This design comes from an exercise in tuning for small area on the open sky130 flow, not from production work.
Where RTL was checked, it was by simulation tests only, not by an equivalence proof against the original.
Function not checked in run 2: the RTL went through the layout flow alone.
The clock port is modelled as an ideal driver; clocking choices that lean on that would not hold on a real chip.
Power figures rest on the tool's default switching activity, not on a simulated workload.

==> design/flow/design.v <==
module ibus_core (
    input  wire        clk,
    input  wire        rst,           
    input  wire        rx,            
    output wire        tx,            
    output wire        tx_en,         
    input  wire        req_valid,
    input  wire        req_send,      
    input  wire [3:0]  req_cmd,
    input  wire [3:0]  req_id,
    input  wire [2:0]  req_len,       
    input  wire [31:0] req_data,      
    output reg         dec_valid,
    output wire [1:0]  dec_status,    
    output wire [3:0]  dec_cmd,
    output wire [3:0]  dec_id,
    output wire        frame_ready
);
    localparam [3:0] BC_START = 4'd15;
    localparam [3:0] BC_STOP  = 4'd8;
    localparam [3:0] BC_IDLE  = 4'd9;
    localparam [8:0] GAP_END = 9'h1FF;
    function [8:0] lfsr_back(input [8:0] s, input integer n);
        integer k;
        begin
            lfsr_back = s;
            for (k = 0; k < n; k = k + 1)
                lfsr_back = {lfsr_back[0] ^ lfsr_back[5], lfsr_back[8:1]};
        end
    endfunction
    localparam [8:0] GAP_SEED = lfsr_back(GAP_END, 320);
    reg        rx_s1, rx_s2;     
    reg  [3:0] ph;               
    reg  [3:0] bc;               
    reg        busy;             
    reg  [3:0] cnt;              
    reg        fp;               
    reg [39:0] sr;               
    reg  [7:0] acc;              
    reg  [2:0] hi;               
    reg        cy;               
    wire       gap_flag = &sr[39:31];
    assign tx_en       = busy;
    wire       sr0_true = sr[0] ^ (busy && !bc[0]);
    assign dec_cmd     = sr[15:12];
    assign dec_id      = sr[11:8];
    assign dec_status  = {sr[16] && !cy, sr[16] && cy};
    wire dec_fire  = req_valid && !req_send && !busy;
    wire send_fire = req_valid &&  req_send && !busy && (req_len <= 3'd4);
    wire cur1 = cnt[0] && !cnt[1];
    wire cur2 = cnt[1] && !cnt[2];
    wire cur3 = cnt[2] && !cnt[3];
    wire cur4 = cnt[3];
    wire first = fp;
    wire pend  = fp;
    assign frame_ready = !busy && cnt[3] && cnt[0];
    wire   dec_avail   = frame_ready;
    wire bit_end  = (ph == 4'd15);
    wire in_data  = !bc[3];
    wire dshift   = bit_end && in_data;
    wire last     = (bc == 4'd7);
    wire at_idle  = (bc == BC_IDLE);
    wire char_end = bit_end && (bc == BC_STOP);
    wire r_chi  = cnt[3] && !cnt[2];             
    wire r_clo  = cnt[2] && !cnt[1];             
    wire t_clo  = !first && r_clo;
    wire t_body = !first && !r_clo && !r_chi;
    wire rx_valid    = !busy && char_end && rx_s2;
    wire rx_accept   = rx_valid && !send_fire;
    wire frame_start = rx_accept && gap_flag;
    wire rx_shift    = !busy && dshift;
    wire tx_shift = busy && dshift && t_body;
    always @(posedge clk) begin
        if (rst) begin
            rx_s1 <= 1'b1;
            rx_s2 <= 1'b1;
        end else begin
            rx_s1 <= rx;
            rx_s2 <= rx_s1;
        end
    end
    always @(posedge clk) begin
        if (send_fire)
            ph <= 4'd13;
        else if (!busy && at_idle)
            ph <= 4'd8;                  
        else if (!(busy && char_end))
            ph <= ph + 4'd1;
    end
    always @(posedge clk) begin
        if (rst) begin
            bc   <= BC_IDLE;
            busy <= 1'b0;
        end else if (send_fire) begin
            bc   <= BC_IDLE;
            busy <= 1'b1;
        end else begin
            if (at_idle) begin
                if (busy ? bit_end : !rx_s2)
                    bc <= BC_START;
            end else if (bit_end) begin
                if (!busy && bc == BC_START && rx_s2)
                    bc <= BC_IDLE;       
                else
                    bc <= bc + 4'd1;
            end
            if (busy && char_end && r_chi)
                busy <= 1'b0;
        end
    end
    always @(posedge clk) begin
        if (rst)
            cnt <= 4'b0000;
        else if (send_fire)
            cnt <= {req_len == 3'd0, req_len <= 3'd1, req_len <= 3'd2, req_len <= 3'd3};
        else if (frame_start)
            cnt <= 4'b0001;
        else if (busy ? char_end : ((rx_accept && !cur4) || (dec_fire && dec_avail)))
            cnt <= {cnt[2:0], !cnt[3]};
    end
    always @(posedge clk) begin
        if (send_fire)
            fp <= 1'b1;
        else if (busy) begin
            if (char_end)
                fp <= 1'b0;
        end else if (rx_accept && (frame_start || !cnt[2]))
            fp <= 1'b1;
        else if (rx_shift && last)
            fp <= 1'b0;
    end
    wire [8:0] gap_lfsr = {sr[31], sr[32], sr[33], sr[34], sr[35], sr[36], sr[37], sr[38], sr[39]};
    wire [8:0] gap_seed_sr;              
    genvar gk;
    generate
        for (gk = 0; gk < 9; gk = gk + 1) begin : g_seed
            assign gap_seed_sr[8 - gk] = GAP_SEED[gk];
        end
    endgenerate
    always @(posedge clk) begin
        if (send_fire)
            sr <= {req_data[31:23] ^ 9'h155, ~req_data[22:8], req_data[7:0] ^ 8'h55, ~req_cmd, ~req_id};
        else begin
            if (tx_shift || rx_shift)
                sr[7:0] <= ~{busy ? sr[8] : rx_s2, sr[7:1]};
            if (tx_shift || (rx_shift && cur1))
                sr[15:8] <= {busy ? sr[16] : rx_s2, sr[15:9]};
            if (tx_shift)
                sr[30:16] <= ~sr[31:17];
            else if (!busy)
                sr[16] <= dec_avail;
            if (!busy && rx_accept)
                sr[39:31] <= gap_seed_sr;
            else if (tx_shift || !busy)
                sr[38:31] <= sr[39:32];
            if (!busy && !rx_accept)
                sr[39] <= (gap_lfsr[8] ^ gap_lfsr[4]) | gap_flag;
        end
    end
    wire ld     = !busy && cur1;
    wire add_en = busy ? t_body : pend;
    wire a_in   = add_en && sr0_true;
    wire a_acc  = acc[0] && !ld;
    wire a_cy   = cy && !ld;
    wire s_bit  = a_acc ^ a_in ^ a_cy;
    wire c_out  = (a_acc & a_in) | (a_acc & a_cy) | (a_in & a_cy);
    wire rot    = dshift && (busy || pend);
    wire ok3    = (acc == 8'hFF) && ((sr[7:0] ^ 8'b10101010) == {7'h7F, ~hi[0]});
    always @(posedge clk) begin
        if (send_fire) begin
            acc <= 8'd4 + {5'd0, req_len};
            hi  <= 3'd0;
            cy  <= 1'b0;
        end else if (rot) begin
            acc <= {s_bit, acc[7:1]};
            cy  <= c_out && !last;
            if (last && ld)
                hi[1:0] <= 2'd0;
            else if (last)
                hi <= hi + {2'd0, c_out};
        end else if (rx_accept && cur3) begin
            cy <= ok3;
        end
    end
    always @(posedge clk) begin
        if (rst)
            dec_valid <= 1'b0;
        else
            dec_valid <= dec_fire;
    end
    reg t_bit;
    always @(*) begin
        if (first)
            t_bit = acc[0];
        else if (t_body)
            t_bit = sr0_true;
        else if (t_clo)
            t_bit = ~acc[0];
        else
            t_bit = !(bc[2:0] <= 3'd2 && hi[bc[1:0]]);
    end
    assign tx = !busy || !(bc == BC_START || (in_data && !t_bit));
endmodule
==> design/flow/flow/run.sh <==
#!/bin/bash
# The standard layout (standard.sh) with these changes:
# - synthesis maps the logic with ABC's area-oriented mapper (amap, the
#   script in abc_map.script) instead of ORFS's delay-oriented script; the
#   flip-flops are mapped before ABC runs, so they are the same as in the
#   standard synthesis;
# - the port buffers are the smallest buffer cell instead of the delay cell
#   buffer_ports picks by default;
# - the clock tree: manual_cts.tcl splits the flip-flops into CLK_GROUPS
#   groups, each driven by one CLK_GROUP_CELL, and CTS builds the tree
#   from the clock port to those buffers only, of clkbuf_1, without dummy
#   loads.
set -euo pipefail
rm -rf scripts_area
cp -r "$FLOW_HOME/scripts" scripts_area
cp flow/abc_map.script scripts_area/abc_speed.script
export SCRIPTS_DIR="$PWD/scripts_area"
export BUFFER_PORTS_ARGS="-buffer_cell sky130_fd_sc_hd__buf_1"
export CLK_GROUPS=7
export CLK_GROUP_CELL=sky130_fd_sc_hd__clkbuf_4
export PRE_CTS_TCL="$PWD/flow/manual_cts.tcl"
export CTS_ARGS="-clk_nets clk -sink_clustering_enable -repair_clock_nets -dont_use_dummy_load -buf_list sky130_fd_sc_hd__clkbuf_1"
bash standard.sh > standard.log 2>&1
==> design/flow/flow/abc_map.script <==
strash
ifraig
dch -f
amap
strash
dch -f
amap
topo
==> design/flow/flow/manual_cts.tcl <==
# Sourced by ORFS's cts.tcl before clock_tree_synthesis (PRE_CTS_TCL).
# The flip-flops are split into CLK_GROUPS groups of about equal size by
# their angle around the centre of all flip-flops; each group gets one
# CLK_GROUP_CELL buffer at its centre, and clock_tree_synthesis, run on the clock port's
# net only, then drives these buffers. Every flip-flop is behind exactly one
# group buffer and one small tree from the port, so the clock reaches all of
# them through the same kind of path.
proc manual_clock_buffers {nb cell} {
  set block [ord::get_db_block]
  set master [[ord::get_db] findMaster $cell]
  set clknet [$block findNet clk]
  set sinks {}
  foreach it [$clknet getITerms] {
    set bb [[$it getInst] getBBox]
    lappend sinks [list $it [expr {([$bb xMin] + [$bb xMax]) / 2.0}] [expr {([$bb yMin] + [$bb yMax]) / 2.0}]]
  }
  set n [llength $sinks]
  set cx 0.0
  set cy 0.0
  foreach s $sinks {
    set cx [expr {$cx + [lindex $s 1]}]
    set cy [expr {$cy + [lindex $s 2]}]
  }
  set cx [expr {$cx / $n}]
  set cy [expr {$cy / $n}]
  set withang {}
  foreach s $sinks {
    lappend withang [list {*}$s [expr {atan2([lindex $s 2] - $cy, [lindex $s 1] - $cx)}]]
  }
  set sorted [lsort -real -index 3 $withang]
  set per [expr {int(ceil(double($n) / $nb))}]
  for {set g 0} {$g < $nb} {incr g} {
    set grp [lrange $sorted [expr {$g * $per}] [expr {($g + 1) * $per - 1}]]
    if {[llength $grp] == 0} { continue }
    set gx 0.0
    set gy 0.0
    foreach s $grp {
      set gx [expr {$gx + [lindex $s 1]}]
      set gy [expr {$gy + [lindex $s 2]}]
    }
    set gx [expr {int($gx / [llength $grp])}]
    set gy [expr {int($gy / [llength $grp])}]
    set inst [odb::dbInst_create $block $master "clkbuf_grp_$g"]
    set net [odb::dbNet_create $block "clk_grp_$g"]
    $net setSigType CLOCK
    $inst setLocation $gx $gy
    $inst setPlacementStatus PLACED
    [$inst findITerm A] connect $clknet
    [$inst findITerm X] connect $net
    foreach s $grp {
      set it [lindex $s 0]
      $it disconnect
      $it connect $net
    }
  }
  puts "manual_clock_buffers: $n flip-flops in $nb groups of up to $per"
}

manual_clock_buffers $::env(CLK_GROUPS) $::env(CLK_GROUP_CELL)
==> design/flow/standard.sh <==
#!/bin/bash
# synth_recipe.tcl (not shown) runs the flow's synth.tcl, then flattens the netlist and writes it again
# the make line also repeats each setting of config.mk as NAME=value (left out here)
make -C /OpenROAD-flow-scripts/flow DESIGN_CONFIG=/design/flow/config.mk WORK_HOME=/design/flow/orfs CLKGATE_MAP_FILE= SYNTH_SCRIPT=/design/flow/synth_recipe.tcl "${@:-finish}"
==> design/flow/config.mk <==
export PLATFORM = sky130hd
export DESIGN_NAME = ibus_core
export DESIGN_NICKNAME = ibus_core
export VERILOG_FILES = /design/flow/design.v
export SDC_FILE = /design/flow/constraint.sdc
export NUM_CORES = 4
export LEC_CHECK = 0
export CAP_MARGIN = 0
export CORE_MARGIN = 2
export CORE_UTILIZATION = 50
export PLACE_DENSITY = 0.7
export SLEW_MARGIN = 0
==> design/flow/constraint.sdc <==
create_clock -name core_clock -period 10.0 [get_ports {clk}]
set_input_delay 2.0000 -clock core_clock [delete_from_list [all_inputs] [get_ports {clk}]]
set_output_delay 2.0000 -clock core_clock [all_outputs]
set_load 0.01 [all_outputs]
==> impl_metrics.csv, run 1 <==
group,metric,value,unit
status,status,"complete, no violations",
cells_and_area,diodes,0,
setup_path,end_kind,"output pin",
routing,drtIter0Drc,140,
cells_and_area,fin_cells,446,
global_route,antenna_found_initial,0,
hold_path,min_to,"rx_s2",
setup_path,ff2ff_setup_slack,6.65,ns
placement,place_inst,436,
timing,fin_ws,5.22,ns
timing,finalClockSkew,0.0133,ns
hold_path,hold_class,"reg2reg",
floorplan,fp-row-count,29,
global_route,grt_pass1_wl,12.0,mm
cells_and_area,multi_input_area,1160,µm²
logic_synthesis,ys_seq_area_frac,0.584,
logic_synthesis,synth.avg_cell_area,10.5,µm²
floorplan,start_util,0.511,
setup_path,rr_worst_depth,10,
cells_and_area,fillers,583,
clock_network,ctsResizeCount,0,
setup_path,crit_type,"reg2out",
global_route,grt_pass1_vias,2546,
pwr,leakage,1.19,nW
timing,rsz0062_at_grt,"false",
timing,setup_viol,0,
clock_network,clkLatencyLatePin,0.65,ns
placement,place_ws,5.57,ns
setup_path,path_max_fanout,17,
timing,maxSlewViolCount,0,
cells_and_area,final_common_cell,"buf_1",
timing,fmax,209,MHz
placement,gp_congestion,0.873,
placement,post-dp-hpwl,4.81,mm
routing,drc,0,
global_route,grt_overflow,0,
routing,post_drt_via_cell_ratio,5.69,
timing,relSlewSlack,0.446,
global_route,grt_max_degree,56,
global_route,grt_use_total,0.208,
logic_synthesis,netlist_area,3190,µm²
logic_synthesis,ys_warn_count,1,
timing,min_period_over_period,0.478,
pwr,powerDensity,162,nW/µm²
clock_network,holdBufCountCts,0,
setup_path,cp.arrival,2.78,ns
cells_and_area,regArea,1860,µm²
placement,portBuffers,61,
timing,min_period,4.78,ns
floorplan,die_x,83.9,µm
cells_and_area,final_cell_mix,"buf_1 (61), edfxtp_1 (48), nor2_1 (35), clkinv_1 (31)",
run,maxCapViolCount,0,
floorplan,core,6240,µm²
logic_synthesis,yosysUniqueCellTypes,35,
cells_and_area,syn2layout_area_growth,11.2,%
clock_network,cts_buffers,3,
floorplan,io_pins,62,
routing,num_vias,2538,
floorplan,die_area,7030,µm²
cells_and_area,drive_above_1_share,0.0271,
timing,finalSetupTns,0,ns
clock_network,cts.clk_slew.worst_paths,0.10,ns
routing,drt_pass1_iterations,4,
setup_path,r2r-end,"cnt[2]",
setup_path,worstPathRequired,8.00,ns
setup_path,cp-startpoint,"busy",
cells_and_area,finalNetCount,427,
setup_path,cp-start-kind,"flip-flop",
timing,tightest_slew,0.827,ns
routing,routedWlPerCell,15.6,µm
setup_path,r2r_start,"busy",
logic_synthesis,syn_nets,361,
logic_synthesis,ys_seq_elements,69,
pwr,ir_drop,0.115,mV
routing,ant_nets,0,
clock_network,cts_tree,"yes",
logic_synthesis,syn_inst,305,
hold_path,hold_path_depth,1,
hold_path,min-delay-start,"rx_s1",
timing,finalHoldViolations,0,
clock_network,cts_setup_buffers,0,
floorplan,die-height,83.9,µm
routing,wirelength,6.98,mm
synthesized netlist by cell type, drive strengths merged:
| library cell | instances | share of area |
|---|---|---|
| edfxtp | 48 | 0.45 |
| nor2 | 35 | 0.041 |
| clkinv | 31 | 0.036 |
| nand2 | 25 | 0.029 |
| o22ai | 25 | 0.049 |
| dfxtp | 21 | 0.13 |
| o21ai | 17 | 0.027 |
| nand3 | 12 | 0.019 |
| a21oi | 11 | 0.017 |
| buf | 9 | 0.020 |
| nor3 | 9 | 0.014 |
| ha | 7 | 0.027 |
| a221oi | 5 | 0.014 |
| nor2b | 5 | 0.0098 |
| or2 | 5 | 0.0098 |
| a22oi | 4 | 0.0094 |
| a211oi | 3 | 0.0071 |
| a221o | 3 | 0.0094 |
| a22o | 3 | 0.0082 |
| nor4 | 3 | 0.0059 |
| o221ai | 3 | 0.0082 |
| or3 | 3 | 0.0059 |
| a311oi | 2 | 0.0055 |
| a31oi | 2 | 0.0039 |
| nand4 | 2 | 0.0039 |
| o2111ai | 2 | 0.0055 |
| o311ai | 2 | 0.0055 |
| o32ai | 2 | 0.0055 |
| a21o | 1 | 0.0024 |
| and2 | 1 | 0.0020 |
| fa | 1 | 0.0063 |
| nand2b | 1 | 0.0020 |
| o211ai | 1 | 0.0024 |
| o221a | 1 | 0.0035 |
final cells by class, clock buffers not listed:
cell class / instances / share of cell area
Multi-Input combinational cell: 196 / 0.328
Inverter: 31 / 0.0328
Buffer: 7 / 0.0148
Tap cell: 77 / 0.0272
Timing Repair Buffer: 63 / 0.0688
Sequential cell: 69 / 0.525
logic make-up after synthesis:
logic type                 synth area share
and+or+nand+nor                       0.143
AOI/OAI and AO/OA                     0.183
DFF                                   0.584
buffers and inverters                0.0565
adders and majority gates            0.0337
metrics by stage:
step | power [W] | cell area (µm²) | util | hold WS [ns]
after floorplan | 0.000425 | 3190 | - | 0.391
after global placement | 0.000452 | 3480 | 0.558 | 0.395
after detailed placement | 0.000455 | 3480 | 0.558 | 0.422
after CTS | 0.000579 | 3550 | 0.568 | 0.435
after global routing | 0.000602 | 3550 | 0.568 | 0.456
final | 0.000574 | 3550 | 0.568 | 0.423
state kept, by name (all words and copies together) (netlist names):
| name | count |
|---|---|
| acc | 8 |
| bc | 4 |
| busy | 1 |
| cnt | 4 |
| cy | 1 |
| dec_valid | 1 |
| fp | 1 |
| hi | 3 |
| ph | 4 |
| rx_s1 | 1 |
| rx_s2 | 1 |
| sr | 40 |
critical path: stages, from the launching register on:
cell	delay, ns
dfxtp_1	0.67
clkinv_1	0.45
nor2_1	0.23
nor2_1	0.06
a21oi_1	0.15
or2_0	0.13
a31oi_1	0.06
o21ai_0	0.21
buf_1	0.18
layer usage:
layer	part of all wire	track usage
met4	0.033	0.0733
met3	0.048	0.0415
met5	0	0
met1	0.46	0.291
met2	0.46	0.324
worst max path at each step:
stage	slack, ns	end
2_1_floorplan	2.48	cnt[0]
3_3_place_gp	5.79	cnt[2]
3_5_place_dp	5.57	cnt[2]
4_1_cts	5.16	tx
5_1_grt	4.93	tx
6_report	5.22	tx
report_power, final:
| part | total, W | leakage (nW) | internal (W) | switching [W] |
|---|---|---|---|---|
| registers | 0.000363 | 0.627 | 0.000343 | 0.0000199 |
| logic | 0.0000865 | 0.523 | 0.0000339 | 0.0000527 |
| clock network | 0.000124 | 0.0357 | 0.0000368 | 0.0000874 |
| total | 0.000574 | 1.19 | 0.000414 | 0.000160 |
==> inputs of run 2 (changes only) <==
--- a/design/flow/design.v
+++ b/design/flow/design.v
@@ -138,15 +138,19 @@
         end
     endgenerate
     always @(posedge clk) begin
-        if (send_fire)
-            sr <= {req_data[31:23] ^ 9'h155, ~req_data[22:8], req_data[7:0] ^ 8'h55, ~req_cmd, ~req_id};
-        else begin
+        if (send_fire || tx_shift)
+            sr[30:17] <= ~((req_data[22:9] & {14{send_fire}}) | (sr[31:18] & {14{tx_shift}}));
+    end
+    always @(posedge clk) begin
+        if (send_fire) begin
+            {sr[39:31], sr[16:0]} <= {req_data[31:23] ^ 9'h155, ~req_data[8], req_data[7:0] ^ 8'h55, ~req_cmd, ~req_id};
+        end else begin
             if (tx_shift || rx_shift)
                 sr[7:0] <= ~{busy ? sr[8] : rx_s2, sr[7:1]};
             if (tx_shift || (rx_shift && cur1))
                 sr[15:8] <= {busy ? sr[16] : rx_s2, sr[15:9]};
             if (tx_shift)
-                sr[30:16] <= ~sr[31:17];
+                sr[16] <= ~sr[17];
             else if (!busy)
                 sr[16] <= dec_avail;
             if (!busy && rx_accept)
--- a/design/flow/flow/run.sh
+++ b/design/flow/flow/run.sh
@@ -16,7 +16,7 @@
 cp flow/abc_map.script scripts_area/abc_speed.script
 export SCRIPTS_DIR="$PWD/scripts_area"
 export BUFFER_PORTS_ARGS="-buffer_cell sky130_fd_sc_hd__buf_1"
-export CLK_GROUPS=7
+export CLK_GROUPS=8
 export CLK_GROUP_CELL=sky130_fd_sc_hd__clkbuf_4
 export PRE_CTS_TCL="$PWD/flow/manual_cts.tcl"
 export CTS_ARGS="-clk_nets clk -sink_clustering_enable -repair_clock_nets -dont_use_dummy_load -buf_list sky130_fd_sc_hd__clkbuf_1"
==> design/flow/flow/abc_map.script (replaced) <==
strash
ifraig
dch -f
amap
topo
--- a/design/flow/config.mk
+++ b/design/flow/config.mk
@@ -7,6 +7,6 @@
 export LEC_CHECK = 0
 export CAP_MARGIN = 0
 export CORE_MARGIN = 2
-export CORE_UTILIZATION = 50
-export PLACE_DENSITY = 0.7
+export CORE_UTILIZATION = 40
+export PLACE_DENSITY = 0.6
 export SLEW_MARGIN = 0
==> run 2 against run 1 <==
  * Still clean
  * Via count up 2.6%
  * Setup slack worse by 0.39 ns
  * Clock power increased by 6%
  * Maximum frequency fell by 7.6%
  * Wire length up 6.4%
  * Largest cell class unchanged
==> impl_metrics.csv, run 2 <==
group,metric,value,unit
cells_and_area,finalNetCount,432,
cells_and_area,syn2layout_area_growth,12.0,%
placement,post-dp-hpwl,5.29,mm
logic_synthesis,netlist_area,3220,µm²
pwr,power,0.000576,W
timing,fmax,193,MHz
global_route,grt_max_degree,57,
placement,portBuffers,61,
floorplan,core,7770,µm²
cells_and_area,final_common_cell,"buf_1",
placement,place_inst,465,
timing,relSlewSlack,0.431,
clock_network,clkLatencyLatePin,0.65,ns
logic_synthesis,netlist.area_leader.share,0.447,
timing,min_period_over_period,0.517,
cells_and_area,drive_above_1_share,0.0294,
floorplan,start_util,0.415,
timing,tightest_slew,0.849,ns
setup_path,critical-path-max-stage-delay,0.68,ns
run,maxCapViolCount,0,
logic_synthesis,synth_ff_type,"edfxtp_1",
cells_and_area,fin_cells,476,
placement,dpl_cell_area,3540,µm²
timing,finalSetupTns,0,ns
timing,finalHoldViolations,0,
routing,drc,0,
routing,ant_nets,0,
clock_network,cts.clk_slew.worst_paths,0.10,ns
setup_path,r2r_start,"busy",
logic_synthesis,ys_seq_area_frac,0.577,
global_route,grt_overflow,0,
timing,rsz0062_at_grt,"false",
hold_path,hold_path_depth,1,
pwr,leakage,1.13,nW
logic_synthesis,yosysMostFrequentCell,"edfxtp_1",
status,status,"complete, no violations",
floorplan,die-height,93.8,µm
timing,maxSlewViolCount,0,
placement,gp_congestion,0.876,
setup_path,critPathBufInv,2,
hold_path,hold_class,"reg2reg",
pwr,powerDensity,160,nW/µm²
logic_synthesis,yosys-top-cells-count,"edfxtp_1 (48), nor2_1 (45), clkinv_1 (27)",
cells_and_area,stdcell_area,3610,µm²
timing,finalClockSkew,0.0277,ns
cells_and_area,final_cell_mix,"buf_1 (61), edfxtp_1 (48), nor2_1 (45), clkinv_1 (27)",
timing,setup_viol,0,
setup_path,crit_type,"reg2out",
setup_path,cp_slowest_cell,"dfxtp_1",
setup_path,cp.arrival,3.17,ns
setup_path,worstPathRequired,8.00,ns
floorplan,fp-row-count,32,
global_route,grt_pass1_vias,2421,
logic_synthesis,ys_warn_count,1,
logic_synthesis,synth_largest_area_cell,"edfxtp_1",
floorplan,die_area,8790,µm²
clock_network,cts_setup_buffers,0,
floorplan,die_x,93.8,µm
global_route,grt_pass1_wl,12.0,mm
cells_and_area,largest_register_ff_count,40,
pwr,ir_drop,0.0546,mV
global_route,grt_use_total,0.172,
setup_path,cpMostUsedCell,"nor2_1",
routing,post_drt_via_cell_ratio,5.47,
logic_synthesis,yosysUniqueCellTypes,41,
routing,drtIter0Drc,120,
setup_path,rr_worst_depth,11,
setup_path,end_kind,"output pin",
setup_path,r2r-end,"cnt[0]",
logic_synthesis,syn_nets,365,
routing,num_vias,2603,
cells_and_area,reg_top3,"sr (40), acc (8)",
setup_path,ff2ff_setup_slack,6.95,ns
logic_synthesis,synth.avg_cell_area,10.4,µm²
clock_network,cts_tree,"yes",
logic_synthesis,ys_async_sr_fraction,0,
timing,hold_slack,0.423,ns
setup_path,critical_path.top_delay_family,"compound AO/OA/AOI/OAI gates",
routing,routedWlPerCell,15.6,µm
logic_synthesis,syn_inst,309,
clock_network,holdBufCountCts,0,
clock_network,ctsResizeCount,0,
routing,drt_pass1_iterations,4,
floorplan,io_pins,62,
cells_and_area,diodes,0,
cells_and_area,top_register,"sr",
hold_path,min-delay-start,"rx_s1",
hold_path,min_to,"rx_s2",
setup_path,path_cells,"clkinv_1, nor2_1, nor2_1, a21oi_1, nor4_1, a2111oi_0, a211oi_1, o21ai_0, buf_1",
routing,wirelength,7.42,mm
logic_synthesis,ys_seq_elements,69,
setup_path,cp-start-kind,"flip-flop",
logic_synthesis,synth_edf_count,48,
logic_synthesis,synth_area_leaders,"edfxtp_1 (45%), dfxtp_1 (13%), nor2_1 (5.2%)",
timing,min_period,5.17,ns
clock_network,cts_buffers,3,
global_route,antenna_found_initial,0,
setup_path,path_max_fanout,16,
-- run 2: cell count changes after synthesis, moves of 4 or more --
cell / before / now
o22ai_1: 25 / 12
a22oi_1: 4 / 15
nor2_1: 35 / 45
a21oi_1: 11 / 15
a221oi_1: 5 / 1
clkinv_1: 31 / 27
nand2_1: 25 / 21
-- run 2: kinds of logic (layout without fill, tap and decap cells) --
family                     count (synthesis)  in the layout  share of synthesized area
AOI/OAI and AO/OA                         88             88                      0.188
adders and majority gates                  8              8                     0.0334
and+or+nand+nor                          108            108                      0.150
DFF                                       69             69                      0.577
buffers and inverters                     36            101                     0.0512
-- run 2: layout make-up, clock buffers not listed --
cell class,count,area [µm²]
fillers,785,4160
flip-flops and latches,69,1860
multi-input cells,204,1200
repair buffers,63,244
well taps,102,128
inverters,27,101
plain buffers,8,60.1
-- run 2: where the power goes --
group	switching [W]	internal [W]
combinational	0.0000502	0.0000344
clock	0.0000907	0.0000413
sequential	0.0000199	0.000340
total	0.000161	0.000415
-- run 2: worst max-delay path by stage --
stage | start | end | slack [ns] | depth (start not counted)
6_report | busy | tx | 4.83 | 9
3_3_place_gp | busy | tx | 5.65 | 9
3_5_place_dp | busy | tx | 5.53 | 9
5_1_grt | busy | tx | 4.44 | 9
4_1_cts | busy | tx | 4.82 | 9
2_1_floorplan | req_len[2] | cnt[0] | 4.00 | 9
-- run 2: metrics by stage --
step | util | setup slack, ns
after floorplan | - | 4.00
after global placement | 0.456 | 5.65
after detailed placement | 0.456 | 5.53
after CTS | 0.465 | 4.82
after global routing | 0.465 | 4.44
final | 0.465 | 4.83
-- run 2: worst reg2reg max path: cells and delay by family, from the launching register on --
kind / cells / cell delay, ns
AO/OA/AOI/OAI: 3 / 0.60
flip-flops: 1 / 0.68
AND/OR/NAND/NOR: 5 / 0.63
buffers and inverters: 3 / 1.05
-- run 2: routing by layer --
layer | vias up | wire [µm] | GRT usage | part of all wire
met2 | 70 | 3340 | 0.255 | 0.45
met5 | - | 0 | 0 | 0
li1 | 1291 | - | - | -
met4 | 0 | 178 | 0.0556 | 0.024
met3 | 19 | 363 | 0.0321 | 0.049
met1 | 1223 | 3540 | 0.253 | 0.48
==> inputs of run 3 (changes only) <==
--- a/design/flow/design.v
+++ b/design/flow/design.v
@@ -37,7 +37,8 @@
     reg        fp;               
     reg [39:0] sr;               
     reg  [7:0] acc;              
-    reg  [2:0] hi;               
+    reg        hi0;              
+    wire [2:0] hi = {rx_s2, rx_s1, hi0};
     reg        cy;               
     wire       gap_flag = &sr[39:31];
     assign tx_en       = busy;
@@ -70,10 +71,18 @@
     wire frame_start = rx_accept && gap_flag;
     wire rx_shift    = !busy && dshift;
     wire tx_shift = busy && dshift && t_body;
+    wire tx_hi = busy && !(bc == BC_STOP && r_chi);
+    wire [2:0] hi_inc;
     always @(posedge clk) begin
         if (rst) begin
             rx_s1 <= 1'b1;
             rx_s2 <= 1'b1;
+        end else if (send_fire) begin
+            rx_s1 <= 1'b0;
+            rx_s2 <= 1'b0;
+        end else if (tx_hi) begin
+            if (rot && last)
+                {rx_s2, rx_s1} <= hi_inc[2:1];
         end else begin
             rx_s1 <= rx;
             rx_s2 <= rx_s1;
@@ -138,19 +147,15 @@
         end
     endgenerate
     always @(posedge clk) begin
-        if (send_fire || tx_shift)
-            sr[30:17] <= ~((req_data[22:9] & {14{send_fire}}) | (sr[31:18] & {14{tx_shift}}));
-    end
-    always @(posedge clk) begin
-        if (send_fire) begin
-            {sr[39:31], sr[16:0]} <= {req_data[31:23] ^ 9'h155, ~req_data[8], req_data[7:0] ^ 8'h55, ~req_cmd, ~req_id};
-        end else begin
+        if (send_fire)
+            sr <= {req_data[31:23] ^ 9'h155, ~req_data[22:8], req_data[7:0] ^ 8'h55, ~req_cmd, ~req_id};
+        else begin
             if (tx_shift || rx_shift)
                 sr[7:0] <= ~{busy ? sr[8] : rx_s2, sr[7:1]};
             if (tx_shift || (rx_shift && cur1))
                 sr[15:8] <= {busy ? sr[16] : rx_s2, sr[15:9]};
             if (tx_shift)
-                sr[16] <= ~sr[17];
+                sr[30:16] <= ~sr[31:17];
             else if (!busy)
                 sr[16] <= dec_avail;
             if (!busy && rx_accept)
@@ -170,18 +175,19 @@
     wire c_out  = (a_acc & a_in) | (a_acc & a_cy) | (a_in & a_cy);
     wire rot    = dshift && (busy || pend);
     wire ok3    = (acc == 8'hFF) && ((sr[7:0] ^ 8'b10101010) == {7'h7F, ~hi[0]});
+    assign hi_inc = hi + {2'd0, c_out};
     always @(posedge clk) begin
         if (send_fire) begin
             acc <= 8'd4 + {5'd0, req_len};
-            hi  <= 3'd0;
+            hi0 <= 1'b0;
             cy  <= 1'b0;
         end else if (rot) begin
             acc <= {s_bit, acc[7:1]};
             cy  <= c_out && !last;
             if (last && ld)
-                hi[1:0] <= 2'd0;
+                hi0 <= 1'b0;
             else if (last)
-                hi <= hi + {2'd0, c_out};
+                hi0 <= hi_inc[0];
         end else if (rx_accept && cur3) begin
             cy <= ok3;
         end
--- a/design/flow/flow/run.sh
+++ b/design/flow/flow/run.sh
@@ -16,7 +16,7 @@
 cp flow/abc_map.script scripts_area/abc_speed.script
 export SCRIPTS_DIR="$PWD/scripts_area"
 export BUFFER_PORTS_ARGS="-buffer_cell sky130_fd_sc_hd__buf_1"
-export CLK_GROUPS=8
+export CLK_GROUPS=7
 export CLK_GROUP_CELL=sky130_fd_sc_hd__clkbuf_4
 export PRE_CTS_TCL="$PWD/flow/manual_cts.tcl"
 export CTS_ARGS="-clk_nets clk -sink_clustering_enable -repair_clock_nets -dont_use_dummy_load -buf_list sky130_fd_sc_hd__clkbuf_1"
==> design/flow/flow/abc_map.script (replaced) <==
strash
ifraig
dch -f
amap
strash
dch -f
amap
topo
==> run 3 against run 2 <==
  * Setup slack gained 0.050 ns
  * Combinational power rose by 5.3%
  * Final cell count is 0.42% lower
  * Sequential power fell by 2%
  * Hold slack improved by 0.054 ns
  * Die area fell by 1.5%
  * Power decreased by 1.9%
  * Register-to-register slack got worse by 0.75 ns
  * Largest cell class unchanged
  * Still clean
  * Sequential share of layout area is 0.56 points lower
  * First-iteration DRC count grew 33%
  * Highest routed layer unchanged
  * Via count fell by 1.7%
==> impl_metrics.csv, run 3 <==
group,metric,value,unit
setup_path,cp-start-kind,"flip-flop",
timing,finalClockSkew,0.131,ns
logic_synthesis,syn_nets,363,
clock_network,holdBufCountCts,0,
logic_synthesis,synth_ff_type,"edfxtp_1",
cells_and_area,final_common_cell,"buf_1",
routing,wirelength,7.35,mm
logic_synthesis,yosysMostFrequentCell,"edfxtp_1",
cells_and_area,drive_above_1_share,0.0296,
routing,drtIter0Drc,159,
status,status,"complete, no violations",
setup_path,ff2ff_setup_slack,6.20,ns
logic_synthesis,synth_edf_count,48,
logic_synthesis,ys_warn_count,1,
clock_network,cts_setup_buffers,0,
routing,post_drt_via_cell_ratio,5.40,
hold_path,hold_path_depth,1,
global_route,grt.busiest_layer,"met2",
global_route,grt_max_degree,58,
timing,setup_viol,0,
timing,hold_slack,0.477,ns
setup_path,r2r-end,"cnt[0]",
placement,dpl_cell_area,3510,µm²
timing,fin_ws,4.88,ns
logic_synthesis,ys_seq_elements,67,
floorplan,start_util,0.411,
timing,rsz0062_at_grt,"false",
global_route,grt_overflow,0,
cells_and_area,diodes,0,
cells_and_area,reg_top3,"sr (40), acc (8)",
setup_path,crit_type,"reg2out",
logic_synthesis,ys_async_sr_fraction,0,
logic_synthesis,syn_inst,307,
placement,gp_congestion,0.841,
floorplan,io_pins,62,
pwr,powerDensity,158,nW/µm²
placement,post-dp-hpwl,5.21,mm
setup_path,rr_worst_depth,11,
floorplan,die_area,8660,µm²
cells_and_area,stdcell_area,3570,µm²
setup_path,path_max_fanout,15,
floorplan,core,7730,µm²
timing,maxSlewViolCount,0,
timing,min_period,5.12,ns
routing,drt_pass1_iterations,4,
cells_and_area,fillers,757,
routing,num_vias,2560,
routing,ant_nets,0,
pwr,leakage,1.17,nW
timing,finalHoldViolations,0,
logic_synthesis,synth_largest_area_cell,"edfxtp_1",
clock_network,cts_buffers,3,
timing,finalSetupTns,0,ns
routing,routedWlPerCell,15.5,µm
global_route,grt_use_total,0.175,
logic_synthesis,yosys-top-cells-count,"edfxtp_1 (48), clkinv_1 (38), nor2_1 (32)",
hold_path,min_to,"fp",
global_route,met2_usage,0.278,
global_route,grt.met1_usage,0.248,
pwr,ir_drop,0.0819,mV
cells_and_area,final_cell_mix,"buf_1 (61), edfxtp_1 (48), clkinv_1 (38), nor2_1 (32), o22ai_1 (27)",
cells_and_area,largest_register_ff_count,40,
cells_and_area,finalNetCount,430,
global_route,use_met3,0.0330,
clock_network,clkLatencyLatePin,0.71,ns
setup_path,cp.arrival,3.12,ns
logic_synthesis,yosysUniqueCellTypes,35,
cells_and_area,syn2layout_area_growth,12.5,%
floorplan,die-height,93.1,µm
setup_path,end_kind,"output pin",
logic_synthesis,ys_seq_area_frac,0.574,
timing,tightest_slew,0.737,ns
placement,place_ws,5.19,ns
timing,fmax,195,MHz
logic_synthesis,synth.avg_cell_area,10.3,µm²
logic_synthesis,netlist.area_leader.share,0.454,
floorplan,die_x,93.1,µm
cells_and_area,top_register,"sr",
logic_synthesis,netlist_area,3170,µm²
timing,relSlewSlack,0.504,
logic_synthesis,synth_area_leaders,"edfxtp_1 (45%), dfxtp_1 (12%), o22ai_1 (5.3%)",
timing,min_period_over_period,0.512,
clock_network,ctsResizeCount,0,
hold_path,hold_class,"reg2reg",
placement,portBuffers,61,
setup_path,worstPathRequired,8.00,ns
floorplan,fp-row-count,32,
run,maxCapViolCount,0,
global_route,grt_pass1_wl,12.2,mm
routing,drc,0,
global_route,antenna_found_initial,0,
global_route,grt_pass1_vias,2543,
hold_path,min-delay-start,"cnt[2]",
clock_network,cts.clk_slew.worst_paths,0.12,ns
setup_path,r2r_start,"busy",
clock_network,cts_tree,"yes",
-- run 3: worst max-delay path by stage --
stage / from / end / slack (ns) / cells after the start
floorplan: req_len[2] / cnt[0] / 2.31 / 10
global placement: req_len[2] / cnt[0] / 5.38 / 12
detailed placement: req_len[1] / cnt[0] / 5.19 / 12
CTS: busy / tx / 4.84 / 9
global route: busy / tx / 4.49 / 9
finish: busy / tx / 4.88 / 9
-- run 3: logic make-up after synthesis --
kind of cell | share of synthesized area
compound gates | 0.201
flops | 0.574
buf+inv | 0.0650
fa+ha+maj | 0.0339
simple gates | 0.126
-- run 3: per-layer routing --
| layer | wire, µm | up-vias |
|---|---|---|
| met5 | 0 | - |
| met4 | 128 | 0 |
| met3 | 330 | 10 |
| met2 | 3250 | 53 |
| met1 | 3630 | 1199 |
| li1 | - | 1298 |
-- run 3: critical path, stage by stage (launching register included) --
cell,delay [ns]
dfxtp_1,0.71
clkinv_1,0.42
nor2_1,0.23
nor2_1,0.05
a21oi_1,0.16
o21ai_0,0.12
a21o_1,0.17
a221oi_1,0.25
o21ai_0,0.14
buf_1,0.17
-- run 3: where the power goes --
group / switching, W / total, W / internal, W
Sequential: 0.0000199 / 0.000351 / 0.000331
Clock: 0.0000879 / 0.000125 / 0.0000370
Combinational: 0.0000536 / 0.0000891 / 0.0000355
Total: 0.000161 / 0.000565 / 0.000404
-- run 3: cell type report, clock buffers not listed --
cell class                      instances  area, µm²  area share
Timing Repair Buffer                   64        251      0.0704
Tap cell                              102        128      0.0357
Multi-Input combinational cell        193       1160       0.326
Buffer                                  7       52.6      0.0147
Inverter                               38        143      0.0399
Sequential cell                        67       1820       0.510
-- run 3: metrics by stage --
stage | power (W) | std cells | utilization
after detailed placement | 0.000446 | 464 | 0.454
after global routing | 0.000594 | 474 | 0.462
after CTS | 0.000570 | 474 | 0.462
after global placement | 0.000444 | 464 | 0.454
final | 0.000565 | 474 | 0.462
after floorplan | 0.000415 | 307 | -
==> inputs of run 4 (changes only) <==
--- a/design/flow/flow/run.sh
+++ b/design/flow/flow/run.sh
@@ -16,7 +16,7 @@
 cp flow/abc_map.script scripts_area/abc_speed.script
 export SCRIPTS_DIR="$PWD/scripts_area"
 export BUFFER_PORTS_ARGS="-buffer_cell sky130_fd_sc_hd__buf_1"
-export CLK_GROUPS=7
+export CLK_GROUPS=8
 export CLK_GROUP_CELL=sky130_fd_sc_hd__clkbuf_4
 export PRE_CTS_TCL="$PWD/flow/manual_cts.tcl"
 export CTS_ARGS="-clk_nets clk -sink_clustering_enable -repair_clock_nets -dont_use_dummy_load -buf_list sky130_fd_sc_hd__clkbuf_1"
==> run 4 against run 3 <==
  * Still clean on timing, DRC and antenna
  * Via count up 1.3%
  * Clock power up 5%
  * Synthesized cell count unchanged
  * Synthesized area unchanged
  * Core utilization up 0.097 points
  * First-iteration DRC count down 19%
  * Hold slack better by 0.013 ns
  * Sequential cell count unchanged
==> impl_metrics.csv, run 4 <==
group,metric,value,unit
timing,rsz0062_at_grt,"false",
routing,routedWlPerCell,15.7,µm
routing,drt_pass1_iterations,4,
clock_network,cts_setup_buffers,0,
hold_path,hold_path_depth,2,
cells_and_area,stdcell_area,3580,µm²
logic_synthesis,synth_compound_area_frac,0.201,
setup_path,r2r_start,"busy",
routing,drc,0,
floorplan,fp-row-count,32,
placement,dpl_cell_area,3510,µm²
setup_path,r2r-end,"cnt[0]",
routing,wl_met1,3.62,mm
logic_synthesis,yosysMostFrequentCell,"edfxtp_1",
logic_synthesis,yosys-top-cells-count,"edfxtp_1 (48), clkinv_1 (38), nor2_1 (32)",
global_route,grt_max_degree,58,
logic_synthesis,ys_seq_area_frac,0.574,
timing,finalClockSkew,0.0425,ns
cells_and_area,fillers,750,
global_route,grt_use_total,0.176,
setup_path,cp-start-kind,"flip-flop",
cells_and_area,top_register,"sr",
setup_path,cp.arrival,3.05,ns
logic_synthesis,ys_async_sr_fraction,0,
timing,maxSlewViolCount,0,
run,maxCapViolCount,0,
clock_network,holdBufCountCts,0,
setup_path,path_max_fanout,15,
setup_path,critical-path-max-stage-delay,0.70,ns
routing,route.met3.wl,362,µm
hold_path,min_to,"cy",
cells_and_area,regArea,1820,µm²
logic_synthesis,ys_seq_elements,67,
logic_synthesis,synth_fa_ha_area_frac,0.0339,
cells_and_area,final_common_cell,"buf_1",
timing,relSlewSlack,0.531,
timing,finalHoldViolations,0,
cells_and_area,multi_input_area,1160,µm²
clock_network,cts_tree,"yes",
timing,min_period_over_period,0.505,
floorplan,start_util,0.411,
setup_path,worstPathRequired,8.00,ns
timing,finalSetupTns,0,ns
cells_and_area,reg_top3,"sr (40), acc (8)",
floorplan,die_area,8660,µm²
floorplan,io_pins,62,
pwr,power,0.000572,W
global_route,grt_pass1_vias,2581,
cells_and_area,final_cell_mix,"buf_1 (61), edfxtp_1 (48), clkinv_1 (38), nor2_1 (32), o22ai_1 (27)",
global_route,antenna_found_initial,0,
logic_synthesis,netlist_area,3170,µm²
routing,ant_nets,0,
setup_path,critical_path.top_delay_family,"compound AO/OA/AOI/OAI gates",
floorplan,die-height,93.1,µm
placement,place_ws,5.19,ns
clock_network,cts.clk_slew.worst_paths,0.11,ns
cells_and_area,final_util,0.463,
setup_path,end_kind,"output pin",
setup_path,path_cells,"clkinv_1, nor2_1, nor2_1, a21oi_1, o21ai_0, a21o_1, a221oi_1, o21ai_0, buf_1",
placement,post-dp-hpwl,5.21,mm
floorplan,core,7730,µm²
clock_network,cts_buffers,3,
status,status,"complete, no violations",
floorplan,die_x,93.1,µm
setup_path,crit_type,"reg2out",
logic_synthesis,synth_edf_count,48,
cells_and_area,syn2layout_area_growth,12.7,%
global_route,grt_overflow,0,
setup_path,ff2ff_setup_slack,6.33,ns
setup_path,cp_slowest_cell,"dfxtp_1",
global_route,grt_pass1_wl,12.3,mm
logic_synthesis,ys_warn_count,1,
timing,fin_ws,4.95,ns
placement,gp_congestion,0.841,
clock_network,ctsResizeCount,0,
logic_synthesis,synth_ff_type,"edfxtp_1",
logic_synthesis,synth-simple-area-share,0.126,
logic_synthesis,synth_area_leaders,"edfxtp_1 (45%), dfxtp_1 (12%), o22ai_1 (5.3%)",
setup_path,critPathBufInv,2,
hold_path,hold_class,"reg2reg",
cells_and_area,finalNetCount,431,
cells_and_area,drive_above_1_share,0.0322,
pwr,ir_drop,0.0740,mV
routing,wl_met2,3.35,mm
placement,portBuffers,61,
cells_and_area,largest_register_ff_count,40,
logic_synthesis,synth_xor_area_frac,0,
logic_synthesis,synth_top_family_by_area,"compound AO/OA/AOI/OAI gates",
routing,drtIter0Drc,129,
logic_synthesis,syn_nets,363,
logic_synthesis,syn_inst,307,
timing,setup_viol,0,
routing,top_layer,"met4",
cells_and_area,diodes,0,
pwr,powerDensity,160,nW/µm²
logic_synthesis,synth.avg_cell_area,10.3,µm²
timing,min_period,5.05,ns
routing,post_drt_via_cell_ratio,5.46,
logic_synthesis,synth_largest_area_cell,"edfxtp_1",
logic_synthesis,netlist.area_leader.share,0.454,
routing,wirelength,7.46,mm
timing,fmax,198,MHz
timing,tightest_slew,0.697,ns
setup_path,rr_worst_depth,11,
hold_path,min-delay-start,"cy",
routing,num_vias,2592,
clock_network,clkLatencyLatePin,0.65,ns
logic_synthesis,muxShareOfSynthArea,0,
logic_synthesis,yosysUniqueCellTypes,35,
pwr,leakage,1.18,nW
## run 4: cell types whose count changed in the layout (fill, tap and decap cells not counted), sizes merged
cell    before  now
clkbuf      10   11
## run 4: through the flow
step / hold slack, ns / instances
after global placement: 0.471 / 464
after global routing: 0.510 / 475
after floorplan: 0.452 / 307
final: 0.490 / 475
after detailed placement: 0.473 / 464
after CTS: 0.492 / 475
## run 4: worst max path at each step
stage | start | to | cells past startpoint | slack [ns]
global placement | req_len[2] | cnt[0] | 12 | 5.38
global route | busy | tx | 9 | 4.55
detailed placement | req_len[1] | cnt[0] | 12 | 5.19
finish | busy | tx | 9 | 4.95
CTS | busy | tx | 9 | 4.91
floorplan | req_len[2] | cnt[0] | 10 | 2.31
## run 4: worst reg2reg max path, stage by stage, from the launching register on
cell,delay (ns)
dfxtp_1,0.70
clkinv_1,0.43
o2111ai_4,0.16
clkinv_1,0.08
buf_4,0.29
nor4_1,0.59
clkinv_1,0.32
nor2b_1,0.25
nor2_1,0.12
nand2_1,0.19
clkinv_1,0.15
a221oi_1,0.28
## run 4: cell families (layout without fill, tap and decap cells)
kind of cell             Yosys count  in the layout
AO/OA/AOI/OAI                     97             97
AND/OR/NAND/NOR                   88             88
flip-flops                        67             67
buffers and inverters             47            113
adder cells (fa/ha/maj)            8              8
## run 4: power breakdown
part | internal (W) | switching [W] | leakage [nW]
sequential | 0.000331 | 0.0000198 | 0.610
combinational | 0.0000355 | 0.0000540 | 0.526
clock | 0.0000414 | 0.0000900 | 0.0403
## run 4: final cells by class, clock buffers not listed
cell class / count / area share
plain buffers: 8 / 0.0168
well taps: 102 / 0.0357
inverters: 38 / 0.0399
repair buffers: 64 / 0.0703
multi-input cells: 193 / 0.325
flip-flops and latches: 67 / 0.509
## run 4: routing by layer
metal / vias to the layer above / GRT usage
met3: 11 / 0.0338
met2: 64 / 0.279
met4: 0 / 0.0539
met5: - / 0
met1: 1212 / 0.246
li1: 1305 / -
==> inputs of run 5 (changes only) <==
--- a/design/flow/design.v
+++ b/design/flow/design.v
@@ -37,10 +37,9 @@
     reg        fp;               
     reg [39:0] sr;               
     reg  [7:0] acc;              
-    reg        hi0;              
-    wire [2:0] hi = {rx_s2, rx_s1, hi0};
+    reg  [2:0] hi;               
     reg        cy;               
-    wire       gap_flag = &sr[39:31];
+    wire       gap_flag = (sr[39:31] == 9'b1_0101_0101);
     assign tx_en       = busy;
     wire       sr0_true = sr[0] ^ (busy && !bc[0]);
     assign dec_cmd     = sr[15:12];
@@ -71,18 +70,10 @@
     wire frame_start = rx_accept && gap_flag;
     wire rx_shift    = !busy && dshift;
     wire tx_shift = busy && dshift && t_body;
-    wire tx_hi = busy && !(bc == BC_STOP && r_chi);
-    wire [2:0] hi_inc;
     always @(posedge clk) begin
         if (rst) begin
             rx_s1 <= 1'b1;
             rx_s2 <= 1'b1;
-        end else if (send_fire) begin
-            rx_s1 <= 1'b0;
-            rx_s2 <= 1'b0;
-        end else if (tx_hi) begin
-            if (rot && last)
-                {rx_s2, rx_s1} <= hi_inc[2:1];
         end else begin
             rx_s1 <= rx;
             rx_s2 <= rx_s1;
@@ -138,17 +129,16 @@
         else if (rx_shift && last)
             fp <= 1'b0;
     end
-    wire [8:0] gap_lfsr = {sr[31], sr[32], sr[33], sr[34], sr[35], sr[36], sr[37], sr[38], sr[39]};
     wire [8:0] gap_seed_sr;              
     genvar gk;
     generate
         for (gk = 0; gk < 9; gk = gk + 1) begin : g_seed
-            assign gap_seed_sr[8 - gk] = GAP_SEED[gk];
+            assign gap_seed_sr[8 - gk] = GAP_SEED[gk] ^ (gk % 2);
         end
     endgenerate
     always @(posedge clk) begin
         if (send_fire)
-            sr <= {req_data[31:23] ^ 9'h155, ~req_data[22:8], req_data[7:0] ^ 8'h55, ~req_cmd, ~req_id};
+            sr <= {~req_data[31:8], req_data[7:0] ^ 8'h55, ~req_cmd, ~req_id};
         else begin
             if (tx_shift || rx_shift)
                 sr[7:0] <= ~{busy ? sr[8] : rx_s2, sr[7:1]};
@@ -161,9 +151,9 @@
             if (!busy && rx_accept)
                 sr[39:31] <= gap_seed_sr;
             else if (tx_shift || !busy)
-                sr[38:31] <= sr[39:32];
+                sr[38:31] <= ~sr[39:32];
             if (!busy && !rx_accept)
-                sr[39] <= (gap_lfsr[8] ^ gap_lfsr[4]) | gap_flag;
+                sr[39] <= (sr[31] ^ sr[35]) | gap_flag;
         end
     end
     wire ld     = !busy && cur1;
@@ -175,19 +165,18 @@
     wire c_out  = (a_acc & a_in) | (a_acc & a_cy) | (a_in & a_cy);
     wire rot    = dshift && (busy || pend);
     wire ok3    = (acc == 8'hFF) && ((sr[7:0] ^ 8'b10101010) == {7'h7F, ~hi[0]});
-    assign hi_inc = hi + {2'd0, c_out};
     always @(posedge clk) begin
         if (send_fire) begin
             acc <= 8'd4 + {5'd0, req_len};
-            hi0 <= 1'b0;
+            hi  <= 3'd0;
             cy  <= 1'b0;
         end else if (rot) begin
             acc <= {s_bit, acc[7:1]};
             cy  <= c_out && !last;
             if (last && ld)
-                hi0 <= 1'b0;
+                hi[1:0] <= 2'd0;
             else if (last)
-                hi0 <= hi_inc[0];
+                hi <= hi + {2'd0, c_out};
         end else if (rx_accept && cur3) begin
             cy <= ok3;
         end
--- a/design/flow/flow/run.sh
+++ b/design/flow/flow/run.sh
@@ -16,7 +16,7 @@
 cp flow/abc_map.script scripts_area/abc_speed.script
 export SCRIPTS_DIR="$PWD/scripts_area"
 export BUFFER_PORTS_ARGS="-buffer_cell sky130_fd_sc_hd__buf_1"
-export CLK_GROUPS=8
+export CLK_GROUPS=7
 export CLK_GROUP_CELL=sky130_fd_sc_hd__clkbuf_4
 export PRE_CTS_TCL="$PWD/flow/manual_cts.tcl"
 export CTS_ARGS="-clk_nets clk -sink_clustering_enable -repair_clock_nets -dont_use_dummy_load -buf_list sky130_fd_sc_hd__clkbuf_1"
==> run 5 against run 4 <==
  * Power rose by 7.2%
  * Clock power decreased by 5%
  * Wire length fell by 3.6%
  * Setup slack gained 0.38 ns
  * Critical endpoint unchanged
  * Largest cell class unchanged
  * Largest power group unchanged
==> impl_metrics.csv, run 5 <==
group,metric,value,unit
cells_and_area,syn2layout_area_growth,12.3,%
status,status,"complete, no violations",
floorplan,core,7690,µm²
cells_and_area,finalNetCount,421,
cells_and_area,reg_top3,"sr (40), acc (8)",
clock_network,clkLatencyLatePin,0.66,ns
floorplan,fp-row-count,32,
timing,fmax,214,MHz
timing,min_period,4.66,ns
logic_synthesis,ys_warn_count,1,
timing,finalHoldViolations,0,
placement,post-dp-hpwl,5.20,mm
setup_path,r2r-end,"cnt[0]",
global_route,grt_overflow,0,
routing,routedWlPerCell,15.5,µm
timing,hold_slack,0.424,ns
setup_path,path_cells,"clkinv_1, nor2_1, nand2_1, o21ai_0, nand2_1, a31oi_1, o21ai_0, buf_1",
setup_path,cp-start-kind,"flip-flop",
timing,setup_viol,0,
pwr,leakage,1.17,nW
pwr,switchingPower,0.000184,W
pwr,powerDensity,173,nW/µm²
pwr,pwr-share-comb,0.184,
routing,drc,0,
timing,tightest_slew,0.820,ns
logic_synthesis,syn_inst,299,
cells_and_area,final_common_cell,"buf_1",
logic_synthesis,syn_nets,355,
timing,relSlewSlack,0.451,
pwr,p_clk_frac,0.202,
setup_path,end_kind,"output pin",
timing,rsz0062_at_grt,"false",
floorplan,io_pins,62,
cells_and_area,final_cell_mix,"buf_1 (61), edfxtp_1 (48), nor2_1 (32), o22ai_1 (31), nand2_1 (29)",
hold_path,hold_class,"reg2reg",
clock_network,cts_buffers,3,
setup_path,cp.arrival,2.66,ns
clock_network,cts_setup_buffers,0,
cells_and_area,drive_above_1_share,0.0275,
setup_path,cp_slowest_cell,"dfxtp_1",
global_route,grt_max_degree,33,
timing,min_period_over_period,0.466,
cells_and_area,largest_register_ff_count,40,
clock_network,ctsResizeCount,0,
timing,finalSetupTns,0,ns
logic_synthesis,netlist.area_leader.share,0.456,
setup_path,path_max_fanout,17,
logic_synthesis,synth_largest_area_cell,"edfxtp_1",
logic_synthesis,yosysMostFrequentCell,"edfxtp_1",
global_route,antenna_found_initial,0,
routing,route.met3.wl,375,µm
hold_path,min_to,"rx_s2",
routing,wirelength,7.19,mm
logic_synthesis,synth_edf_count,48,
hold_path,hold_path_depth,1,
setup_path,worstPathRequired,8.00,ns
logic_synthesis,synth_area_leaders,"edfxtp_1 (46%), dfxtp_1 (13%), o22ai_1 (6.1%)",
cells_and_area,fin_cells,465,
pwr,ir_drop,0.0971,mV
pwr,seq_power_share,0.614,
logic_synthesis,yosys-top-cells-count,"edfxtp_1 (48), nor2_1 (32), o22ai_1 (31)",
routing,drtIter0Drc,158,
floorplan,start_util,0.411,
logic_synthesis,ys_seq_elements,69,
clock_network,holdBufCountCts,0,
logic_synthesis,netlist_area,3160,µm²
floorplan,die-height,92.9,µm
cells_and_area,fillers,783,
routing,ant_nets,0,
routing,post_drt_via_cell_ratio,5.39,
setup_path,r2r_start,"busy",
clock_network,cts.clk_slew.worst_paths,0.10,ns
hold_path,min-delay-start,"rx_s1",
pwr,power_switching_share,0.300,
cells_and_area,diodes,0,
timing,maxSlewViolCount,0,
placement,portBuffers,61,
logic_synthesis,ys_seq_area_frac,0.589,
logic_synthesis,ys_async_sr_fraction,0,
cells_and_area,top_register,"sr",
logic_synthesis,synth.avg_cell_area,10.6,µm²
floorplan,die_area,8630,µm²
setup_path,critical-path-max-stage-delay,0.72,ns
routing,wl_met2,3.22,mm
pwr,p_int,0.000429,W
setup_path,rr_worst_depth,9,
pwr,power,0.000613,W
timing,finalClockSkew,0.0371,ns
global_route,grt_pass1_wl,12.1,mm
routing,num_vias,2506,
run,maxCapViolCount,0,
setup_path,crit_type,"reg2out",
cells_and_area,final_util,0.462,
global_route,grt_pass1_vias,2499,
setup_path,ff2ff_setup_slack,6.55,ns
routing,top_layer,"met4",
placement,gp_congestion,0.873,
clock_network,cts_tree,"yes",
logic_synthesis,synth_ff_type,"edfxtp_1",
floorplan,die_x,92.9,µm
placement,place_inst,455,
global_route,grt_use_total,0.174,
logic_synthesis,yosysUniqueCellTypes,38,
routing,drt_pass1_iterations,4,
routing,wl_met1,3.48,mm
-- run 5: worst max-delay path by stage --
stage	start	to	slack, ns	cells after the start
6_report	busy	tx	5.34	8
5_1_grt	busy	tx	4.97	8
4_1_cts	busy	tx	5.26	8
3_5_place_dp	req_len[0]	cnt[0]	5.21	10
3_3_place_gp	req_len[0]	cnt[1]	5.35	8
2_1_floorplan	req_len[2]	cnt[1]	3.18	6
-- run 5: layout make-up, clock buffers not listed --
| type | count | area [µm²] | share of cell area |
|---|---|---|---|
| well taps | 102 | 128 | 0.0359 |
| repair buffers | 63 | 244 | 0.0687 |
| inverters | 28 | 105 | 0.0296 |
| flip-flops and latches | 69 | 1860 | 0.524 |
| multi-input cells | 193 | 1150 | 0.323 |
| plain buffers | 7 | 52.6 | 0.0148 |
-- run 5: critical path, delay by kind of cell (launching register included) --
family                 cells  cell delay [ns]
AOI/OAI and AO/OA          3             0.35
buffers and inverters      2             0.61
DFF                        1             0.72
and+or+nand+nor            3             0.35
-- run 5: metal layers --
layer	global-route usage	vias to the layer above
li1	-	1262
met1	0.241	1165
met2	0.279	67
met3	0.0317	12
met4	0.0527	0
met5	0	-
-- run 5: cell families (layout without fill, tap and decap cells) --
family	count (synthesis)	count (layout)	share of synthesized area
AND/OR/NAND/NOR	99	99	0.142
AO/OA/AOI/OAI	86	86	0.181
flip-flops	69	69	0.589
adder cells (fa/ha/maj)	8	8	0.0340
buffers and inverters	37	101	0.0534
-- run 5: power by group through the flow --
stage               sequential [W]  clock (W)  combinational (W)
finish                    0.000377   0.000124           0.000113
global route              0.000382   0.000139           0.000132
CTS                       0.000376   0.000129           0.000114
detailed placement        0.000382          0           0.000113
global placement          0.000382          0           0.000112
floorplan                 0.000374          0          0.0000842
-- run 5: stage by stage --
step | setup slack [ns] | cell area, µm²
2_1_floorplan | 3.18 | 3160
3_3_place_gp | 5.35 | 3490
3_5_place_dp | 5.21 | 3490
4_1_cts | 5.26 | 3550
5_1_grt | 4.97 | 3550
6_report | 5.34 | 3550

==> separate check: timing with driven ports <==
The results above use ideal ports. As a check the final layouts listed here were re-extracted and re-timed, cells and wires unchanged.
Step 1: set_driving_cell puts a clkbuf_16 on clk and a buf_2 on each other input, an assumption about the parent block.
Step 2 also shifts input and output timing later by t, the mid clock arrival at the registers, as if the neighbouring blocks saw the same clock.
Three values: ideal, step 1, step 2; two values: the first two.
run	t, ns	slack for setup (ns)	worst hold slack (ns)	worst setup path at the end	cell pins on the clock port's net
run 1	0.669	5.222 / 5.196 / 5.477	0.423 / 0.423 / 0.423	input to register	1
run 2	0.665	4.827 / 4.798 / 5.462	0.423 / 0.423 / 0.423	register to output	1
run 3	0.669	4.877 / 4.849 / 5.052	0.477 / 0.477 / 0.477	input to register	1
run 4	0.663	4.955 / 4.925 / 5.112	0.490 / 0.490 / 0.490	input to register	1
run 5	0.669	5.335 / 5.306 / 5.195	0.424 / 0.424 / 0.424	input to register	1
After both steps every run listed still meets setup and hold. For run 5, which loses most, drivers alone change the setup slack by -0.029 ns; drivers and shift together by -0.140 ns.
